Context: an optimization exercise on an open-source flow, tuned for small area. The choices shown serve that exercise and are no tape-out recipe. The RTL was checked by simulation tests, not by an equivalence proof against the original design. No activity file was given, so power comes from the tool's default toggle rates.

--- design/flow/config.mk ---
export PLATFORM = sky130hd
export DESIGN_NAME = vwradio_cmd
export DESIGN_NICKNAME = vwradio_cmd
export VERILOG_FILES = /design/flow/design.v
export SDC_FILE = /design/flow/constraint.sdc
export NUM_CORES = 4
export LEC_CHECK = 0
export CAP_MARGIN = 20
export CORE_MARGIN = 2
export CORE_UTILIZATION = 40
export PLACE_DENSITY = 0.6
export SLEW_MARGIN = 20
--- design/flow/constraint.sdc ---
create_clock -name core_clock -period 10.0 [get_ports {clk}]
set_input_delay 2.0000 -clock core_clock [delete_from_list [all_inputs] [get_ports {clk}]]
set_output_delay 2.0000 -clock core_clock [all_outputs]
set_load 0.01 [all_outputs]
--- design/flow/design.v ---
module vwradio_cmd (
    input  wire       clk,
    input  wire       rst,
    input  wire       rx_valid,
    input  wire [7:0] rx_data,
    output wire       rx_ready,
    input  wire       tick,
    output wire       tx_valid,
    output wire [7:0] tx_data,
    output wire       tx_last,
    input  wire       tx_ready,
    output reg  [1:0] led,
    output reg        co_valid,
    output reg  [1:0] co_kind,
    output reg  [7:0] co_data
);
    localparam [10:0] T_IDLE = 11'd2000;
    localparam [7:0] ACK_BYTE = 8'h06;
    localparam [7:0] NAK_BYTE = 8'h15;
    localparam [7:0] CODE_SET_LED   = 8'h01;
    localparam [7:0] CODE_ECHO      = 8'h02;
    localparam [7:0] CODE_RS_DUMP   = 8'h11;
    localparam [7:0] CODE_RS_RESET  = 8'h12;
    localparam [7:0] CODE_UPD_DUMP  = 8'h20;
    localparam [7:0] CODE_UPD_SEND  = 8'h21;
    localparam [7:0] CODE_UPD_RESET = 8'h22;
    localparam [7:0] CODE_FP_SEND   = 8'h31;
    localparam [7:0] CODE_FP_CLEAR  = 8'h32;
    localparam [1:0] AREA_DISPLAY = 2'd0;
    localparam [1:0] AREA_PICTO   = 2'd1;
    localparam [1:0] AREA_CHARGEN = 2'd2;
    localparam [1:0] AREA_NONE    = 2'd3;
    localparam [1:0] CO_RS_RESET = 2'd0;
    localparam [1:0] CO_FP_CLEAR = 2'd1;
    localparam [1:0] CO_FP_BYTE  = 2'd2;
    localparam [1:0] CO_FP_END   = 2'd3;
    localparam [2:0] S_IDLE    = 3'd0;
    localparam [2:0] S_COLLECT = 3'd1;
    localparam [2:0] S_EXEC    = 3'd2;
    localparam [2:0] S_UNIT    = 3'd3;
    localparam [2:0] S_FP      = 3'd4;
    localparam [2:0] S_RESP    = 3'd5;
    localparam [1:0] P_NONE = 2'd0;
    localparam [1:0] P_ECHO = 2'd1;
    localparam [1:0] P_DUMP = 2'd2;
    reg [2:0]  state;
    reg [7:0]  rx_expected;    
    reg [7:0]  rx_count;       
    reg [10:0] rx_age;         
    reg [7:0]  frame [0:254];  
    reg [7:0]  idx;            
    reg        resp_ack;       
    reg [1:0]  resp_kind;      
    reg [7:0]  resp_len;       
    reg [1:0]  ram_area;
    reg [6:0]  address;
    reg        increment;
    reg [2:0]  dirty;
    reg [7:0]  display_ram  [0:24];
    reg [7:0]  picto_ram    [0:7];
    reg [7:0]  chargen_ram  [0:111];
    integer i;
    wire [7:0] code  = frame[0];
    wire [7:0] nargs = rx_expected - 8'd1;
    reg        cmd_known;
    reg        cmd_ok;
    always @(*) begin
        cmd_known = 1'b1;
        cmd_ok    = 1'b0;
        case (code)
            CODE_ECHO:      cmd_ok = 1'b1;
            CODE_SET_LED:   cmd_ok = (nargs == 8'd2) &&
                                     (frame[1] == 8'h00 || frame[1] == 8'h01);
            CODE_RS_RESET:  cmd_ok = (nargs == 8'd0);
            CODE_RS_DUMP:   cmd_ok = (nargs == 8'd0);
            CODE_UPD_RESET: cmd_ok = (nargs == 8'd0);
            CODE_UPD_DUMP:  cmd_ok = (nargs == 8'd0);
            CODE_UPD_SEND:  cmd_ok = (nargs <= 8'd32);
            CODE_FP_CLEAR:  cmd_ok = (nargs == 8'd0);
            CODE_FP_SEND:   cmd_ok = (nargs <= 8'd32);
            default:        cmd_known = 1'b0;
        endcase
    end
    reg [6:0] capacity;
    always @(*) begin
        case (ram_area)
            AREA_DISPLAY: capacity = 7'd25;
            AREA_PICTO:   capacity = 7'd8;
            AREA_CHARGEN: capacity = 7'd112;
            default:      capacity = 7'd0;
        endcase
    end
    reg [7:0] cur_byte;
    always @(*) begin
        case (ram_area)
            AREA_DISPLAY: cur_byte = display_ram[address];
            AREA_PICTO:   cur_byte = picto_ram[address];
            AREA_CHARGEN: cur_byte = chargen_ram[address];
            default:      cur_byte = 8'h00;
        endcase
    end
    wire [4:0] raw = frame[idx][4:0];
    reg  [6:0] translated;
    always @(*) begin
        case (ram_area)
            AREA_DISPLAY: translated = (raw < 5'd25) ? {2'b00, raw} : 7'd0;
            AREA_PICTO:   translated = (raw < 5'd8)  ? {2'b00, raw} : 7'd0;
            AREA_CHARGEN: translated = (raw < 5'd16) ? raw * 7'd7   : 7'd0;
            default:      translated = 7'd0;
        endcase
    end
    reg [7:0] dump_byte;
    always @(*) begin
        if (idx == 8'd1)
            dump_byte = (ram_area == AREA_NONE) ? 8'hFF : {6'd0, ram_area};
        else if (idx == 8'd2)
            dump_byte = {1'b0, capacity};
        else if (idx == 8'd3)
            dump_byte = {1'b0, address};
        else if (idx == 8'd4)
            dump_byte = {7'd0, increment};
        else if (idx == 8'd5)
            dump_byte = {5'd0, dirty};
        else if (idx < 8'd31)
            dump_byte = display_ram[idx - 8'd6];
        else if (idx < 8'd39)
            dump_byte = picto_ram[idx - 8'd31];
        else
            dump_byte = chargen_ram[idx - 8'd39];
    end
    assign rx_ready = (state == S_IDLE) || (state == S_COLLECT);
    assign tx_valid = (state == S_RESP);
    assign tx_last  = (state == S_RESP) && (idx == resp_len - 8'd1);
    assign tx_data  = (idx == 8'd0)        ? (resp_ack ? ACK_BYTE : NAK_BYTE) :
                      (resp_kind == P_ECHO) ? frame[idx] :
                                              dump_byte;
    wire rx_fire = rx_valid && rx_ready;
    always @(posedge clk) begin
        co_valid <= 1'b0;
        if (rst) begin
            state       <= S_IDLE;
            rx_expected <= 8'd0;
            rx_count    <= 8'd0;
            rx_age      <= 11'd0;
            idx         <= 8'd0;
            resp_ack    <= 1'b0;
            resp_kind   <= P_NONE;
            resp_len    <= 8'd1;
            led         <= 2'b00;
            co_kind     <= 2'd0;
            co_data     <= 8'd0;
        end else begin
            case (state)
                S_IDLE: begin
                    if (rx_fire) begin
                        if (rx_data == 8'd0) begin
                            resp_ack  <= 1'b0;
                            resp_kind <= P_NONE;
                            resp_len  <= 8'd1;
                            idx       <= 8'd0;
                            state     <= S_RESP;
                        end else begin
                            rx_expected <= rx_data;
                            rx_count    <= 8'd0;
                            rx_age      <= 11'd0;
                            state       <= S_COLLECT;
                        end
                    end
                end
                S_COLLECT: begin
                    if (rx_fire) begin
                        frame[rx_count] <= rx_data;
                        rx_count        <= rx_count + 8'd1;
                        rx_age          <= 11'd0;
                        if (rx_count + 8'd1 == rx_expected)
                            state <= S_EXEC;
                    end else if (tick) begin
                        if (rx_age == T_IDLE)
                            state <= S_IDLE;           
                        else
                            rx_age <= rx_age + 11'd1;
                    end
                end
                S_EXEC: begin
                    idx       <= 8'd0;
                    resp_kind <= P_NONE;
                    resp_len  <= 8'd1;
                    resp_ack  <= cmd_known && cmd_ok;
                    state     <= S_RESP;
                    if (cmd_known && cmd_ok) begin
                        case (code)
                            CODE_ECHO: begin
                                resp_kind <= P_ECHO;
                                resp_len  <= rx_expected;
                            end
                            CODE_SET_LED: begin
                                led[frame[1][0]] <= (frame[2] != 8'h00);
                            end
                            CODE_RS_RESET: begin
                                co_valid <= 1'b1;
                                co_kind  <= CO_RS_RESET;
                                co_data  <= 8'd0;
                            end
                            CODE_FP_CLEAR: begin
                                co_valid <= 1'b1;
                                co_kind  <= CO_FP_CLEAR;
                                co_data  <= 8'd0;
                            end
                            CODE_UPD_DUMP: begin
                                resp_kind <= P_DUMP;
                                resp_len  <= 8'd151;
                            end
                            CODE_UPD_SEND: begin
                                if (nargs != 8'd0) begin
                                    idx   <= 8'd1;
                                    state <= S_UNIT;
                                end
                            end
                            CODE_FP_SEND: begin
                                idx   <= 8'd1;
                                state <= S_FP;
                            end
                            default: ;
                        endcase
                    end
                end
                S_UNIT: begin
                    if (idx == rx_expected - 8'd1) begin
                        idx   <= 8'd0;
                        state <= S_RESP;
                    end else begin
                        idx <= idx + 8'd1;
                    end
                end
                S_FP: begin
                    co_valid <= 1'b1;
                    if (idx == rx_expected) begin
                        co_kind <= CO_FP_END;
                        co_data <= 8'd0;
                        idx     <= 8'd0;
                        state   <= S_RESP;
                    end else begin
                        co_kind <= CO_FP_BYTE;
                        co_data <= frame[idx];
                        idx     <= idx + 8'd1;
                    end
                end
                S_RESP: begin
                    if (tx_ready) begin
                        if (idx == resp_len - 8'd1) begin
                            idx   <= 8'd0;
                            state <= S_IDLE;
                        end else begin
                            idx <= idx + 8'd1;
                        end
                    end
                end
                default: state <= S_IDLE;
            endcase
        end
    end
    wire upd_reset = rst || (state == S_EXEC && cmd_known && cmd_ok &&
                             code == CODE_UPD_RESET);
    wire unit_byte = (state == S_UNIT);
    wire is_ctrl   = unit_byte && (idx == 8'd1);
    wire [7:0] ub  = frame[idx];
    always @(posedge clk) begin
        if (upd_reset) begin
            ram_area  <= AREA_NONE;
            address   <= 7'd0;
            increment <= 1'b0;
            dirty     <= 3'b000;
            for (i = 0; i < 25; i = i + 1)  display_ram[i] <= 8'h00;
            for (i = 0; i < 8; i = i + 1)   picto_ram[i]   <= 8'h00;
            for (i = 0; i < 112; i = i + 1) chargen_ram[i] <= 8'h00;
        end else if (is_ctrl) begin
            case (ub[7:6])
                2'b01: begin  
                    ram_area  <= ub[1:0];
                    address   <= 7'd0;
                    increment <= (ub[1:0] == AREA_DISPLAY || ub[1:0] == AREA_PICTO) ?
                                 ~ub[3] : 1'b1;
                end
                2'b10: begin  
                    address <= translated;
                end
                default: ;  
            endcase
        end else if (unit_byte && ram_area != AREA_NONE) begin
            if (cur_byte != ub) begin
                dirty[ram_area] <= 1'b1;
                case (ram_area)
                    AREA_DISPLAY: display_ram[address] <= ub;
                    AREA_PICTO:   picto_ram[address]   <= ub;
                    default:      chargen_ram[address] <= ub;
                endcase
            end
            if (increment)
                address <= (address + 7'd1 == capacity) ? 7'd0 : address + 7'd1;
        end
    end
endmodule
--- design/flow/run.sh ---
#!/bin/bash
# synth_recipe.tcl (not shown) runs the flow's synth.tcl, then flattens the netlist and writes it again
# the make line also repeats each setting of config.mk as NAME=value (left out here)
make -C /OpenROAD-flow-scripts/flow DESIGN_CONFIG=/design/flow/config.mk WORK_HOME=/design/flow/orfs CLKGATE_MAP_FILE= SYNTH_SCRIPT=/design/flow/synth_recipe.tcl finish
==> run summary <==
==> registers in the layout, indices dropped and copies added (netlist names), 11 cells and up, named ones only <==
| register | cells |
|---|---|
| rx_age | 11 |
| picto_ram | 64 |
| chargen_ram | 1024 |
| display_ram | 256 |
| frame | 2048 |
==> through the flow <==
stage | power [mW] | utilization | area, um2
floorplan | 17.0 | - | 158000
global placement | 17.4 | 0.417 | 164000
detailed placement | 17.4 | 0.418 | 164000
CTS | 31.0 | 0.448 | 176000
global route | 31.5 | 0.448 | 176000
finish | 30.9 | 0.448 | 176000
==> worst paths after layout <==
kind	from	to	slack [ps]	cells past startpoint
setup / recovery	register	tx_data[6]	1190	11
hold / removal	co_kind[0]	co_kind[0]	460	2
setup reg to reg	register	picto_ram[4][0]	2200	13
hold reg to reg	co_kind[0]	co_kind[0]	460	2
==> worst max-delay path: cells and delay by family, from the launching register on <==
| family | cells | cell delay, ps |
|---|---|---|
| AO/OA/AOI/OAI | 6 | 2460 |
| buffers and inverters | 3 | 1390 |
| flip-flops | 1 | 960 |
| multiplexers | 1 | 290 |
| AND/OR/NAND/NOR | 1 | 650 |
==> area by class of cell <==
| type | instances | area [um2] | share of cell area |
|---|---|---|---|
| clock inverters | 220 | 2380 | 0.0135 |
| repair buffers | 371 | 3400 | 0.0193 |
| flip-flops and latches | 3482 | 104000 | 0.590 |
| inverters | 42 | 158 | 0.000896 |
| clock buffers | 427 | 9460 | 0.0538 |
| multi-input cells | 4901 | 50200 | 0.285 |
| diodes | 15 | 37.5 | 0.000213 |
| well taps | 5220 | 6530 | 0.0371 |
==> logic make-up (layout without fill, tap and decap cells) <==
family | count (synthesis) | count (layout) | share of synthesized area
other | 0 | 15 | 0
buffers and inverters | 832 | 1060 | 0.0284
AOI/OAI and AO/OA | 876 | 876 | 0.0367
and+or+nand+nor | 2432 | 2432 | 0.0778
muxes | 1494 | 1494 | 0.194
DFF | 3482 | 3482 | 0.657
adders and majority gates | 33 | 33 | 0.00285
xor gates and xnor gates | 66 | 66 | 0.00366
==> Yosys cell counts, types with 9 or more instances <==
cell type and count:
edfxtp_1 3392, mux4_2 1246, nor2_1 1198, clkbuf_1 360, nand2_1 353, buf_2 231, nor4_1 223, a22oi_1 222
mux2i_1 217, o21ai_0 214, nor4_2 177, a21oi_1 151, nand3_1 141, buf_6 102, dfxtp_1 90, nor3_1 79
nor2b_1 76, buf_4 60, a211oi_1 54, inv_1 38, xnor2_1 38, nand2b_1 35, a31oi_1 34, and3_1 30
buf_1 30, mux2_2 30, a22o_1 29, ha_1 28, o22ai_1 28, xor2_1 28, and2_1 24, o211ai_1 24
nand4_1 22, o31ai_1 14, a221oi_1 13, nor3b_1 12, or2_2 11, or3_1 10, o41ai_1 9
==> report_power, final <==
part / leakage (nW) / switching [mW] / internal [mW] / total [mW]
Combinational: 13.8 / 0.563 / 0.253 / 0.816
Clock: 5.78 / 5.79 / 7.95 / 13.7
Sequential: 32.3 / 0.139 / 16.2 / 16.3
==> layer usage <==
layer | track usage | vias up
met4 | 0.129 | 6
met5 | 0 | -
met3 | 0.0554 | 1186
met1 | 0.319 | 49400
met2 | 0.395 | 5888
li1 | - | 37400
==> flow_metrics.tcl <==
set metrics [dict create \
    synth_edf_count 3392 \
    totalWireLength_um 504000 \
    yosysWarnings 1 \
    num_io_pins 37 \
    drtIter0Drc 13300 \
    grt_pass1_vias 92500 \
    antenna_found_initial 15 \
    final_cells 14700 \
    die_h_um 632 \
    overflow 0 \
    syn_area_per_cell_um2 17.1 \
    syn_to_final_growth_pct 11.4 \
    via_per_inst 6.39 \
    powerDensity_nw_per_um2 176 \
    gp_congestion 0.978 \
    synth_ff_type "edfxtp_1" \
    status "finished clean" \
    ys_types 91 \
    fin_ws_ps 1190 \
    core_region_area_um2 393000 \
    dp_hpwl_um 323000 \
    leakagePower_nw 51.9 \
    synth_top_area_cell "edfxtp_1" \
    slew_headroom 0.151 \
    yosys.area.top_type_share 0.645 \
    netlist_area_um2 158000 \
    post_cts_buffers 0 \
    ys_seq_area_frac 0.657 \
    die_width_um 632 \
    path_class "reg2out" \
    port_buffers 36 \
    ys_ff_latch 3482 \
    setup_violations 0 \
    finalHoldViolCount 0 \
    htreeDepth 5 \
    clk_latency_ps 960 \
    cp_max_fo 35 \
    drc 0 \
    synth_area_leaders "edfxtp_1, mux4_2, nor2_1, nor4_2, mux2i_1" \
    cp.arrival_ps 6810 \
    hold-worst-slack_ps 458 \
    fin_setup_tns_ps 0 \
    initial_core_util 0.402 \
    dr.pass1.iters 7 \
    ir_drop_uv 188 \
    root_buffer "clkbuf_16" \
    highest_layer "met5" \
    start_kind "register" \
    die_area_um2 400000 \
    path_clk_slew_ps 70 \
    layout_commonest_cell "edfxtp_1" \
    met3_length_um 51200 \
    vias 93900 \
    maxCapViolations 0 \
    wl_met2_um 238000 \
    max-clock-path-buffers 4 \
    nets 9204 \
    pre_cts_ws_ps 2290 \
    rows 230 \
    rsz0062_at_grt "false" \
    async_reset_ff_frac 0 \
    synth_nets 9261 \
    dpl.cell_count 14000 \
    ctsHoldBuffers 0 \
    cp.required_ps 8000 \
    cts_tree "yes" \
    slew_violations 0 \
    fin_crit_sh 0.881 \
    fillCellCount 33600 \
    finalCriticalPeriod_ps 8810 \
    cpMaxStageDelayCell "dfxtp_4" \
    synthCells 9215 \
    wire_per_inst_um 34.4 \
    clock.fmax_mhz 114 \
    wl_met1_um 185000 \
    cts_sinks 3482 \
    hold_class "reg2reg" \
    final_cell_mix "edfxtp_1, mux4_2, nor2_1, clkbuf_16, nand2_1" \
    ant_nets 0 \
    cp_slowest_stage_delay_ps 960 \
    grt_max_degree 222 \
    fin_skew_ps 111 \
    cts_resized 0 \
    grt_pass1_wl_um 710000 \
    cts_made_buffers 360 \
    worst_slew_pin_slew_ps 1270 \
    path_cells "buf_12, buf_4, mux4_2, o22ai_1, a211oi_1, a21oi_1, a22o_1, nor3_2, o221ai_1, a21oi_1, clkdlybuf4s50_1" \
    path_common_cell "a21oi_1" \
    grtUsageTotal 0.248 \
    end_kind "primary output" \
    drive_gt1_frac 0.256 \
]

==> re-timing with driven ports <==
Ports are ideal in the flow. The routed layout listed here was re-timed in OpenROAD.
Step 1 (the two cells are an assumption about what drives the block):
set clk [get_ports {clk}]
set_driving_cell -lib_cell sky130_fd_sc_hd__clkbuf_16 $clk
set_driving_cell -lib_cell sky130_fd_sc_hd__buf_2 [delete_from_list [all_inputs] $clk]
Step 2, shift: input delay + t, output delay - t, t = (earliest + latest rising clock arrival at the registers) / 2. This alone moves slack from input paths to output paths.
Slacks: ideal ports / drivers / drivers and shift; pairs: ideal ports / drivers.
t, ns: 1.010
setup WS [ns]: 1.190 / 1.082 / 2.092
latest minus earliest clock arrival (ns): 0.111 / 0.111
worst data-port slew with drivers (ns): 0.04
cell pins on the clock port's net: 1
After both steps setup and hold are still met in this run. The setup slack of this run moves by -0.108 ns with the drivers and by +0.902 ns with both steps.
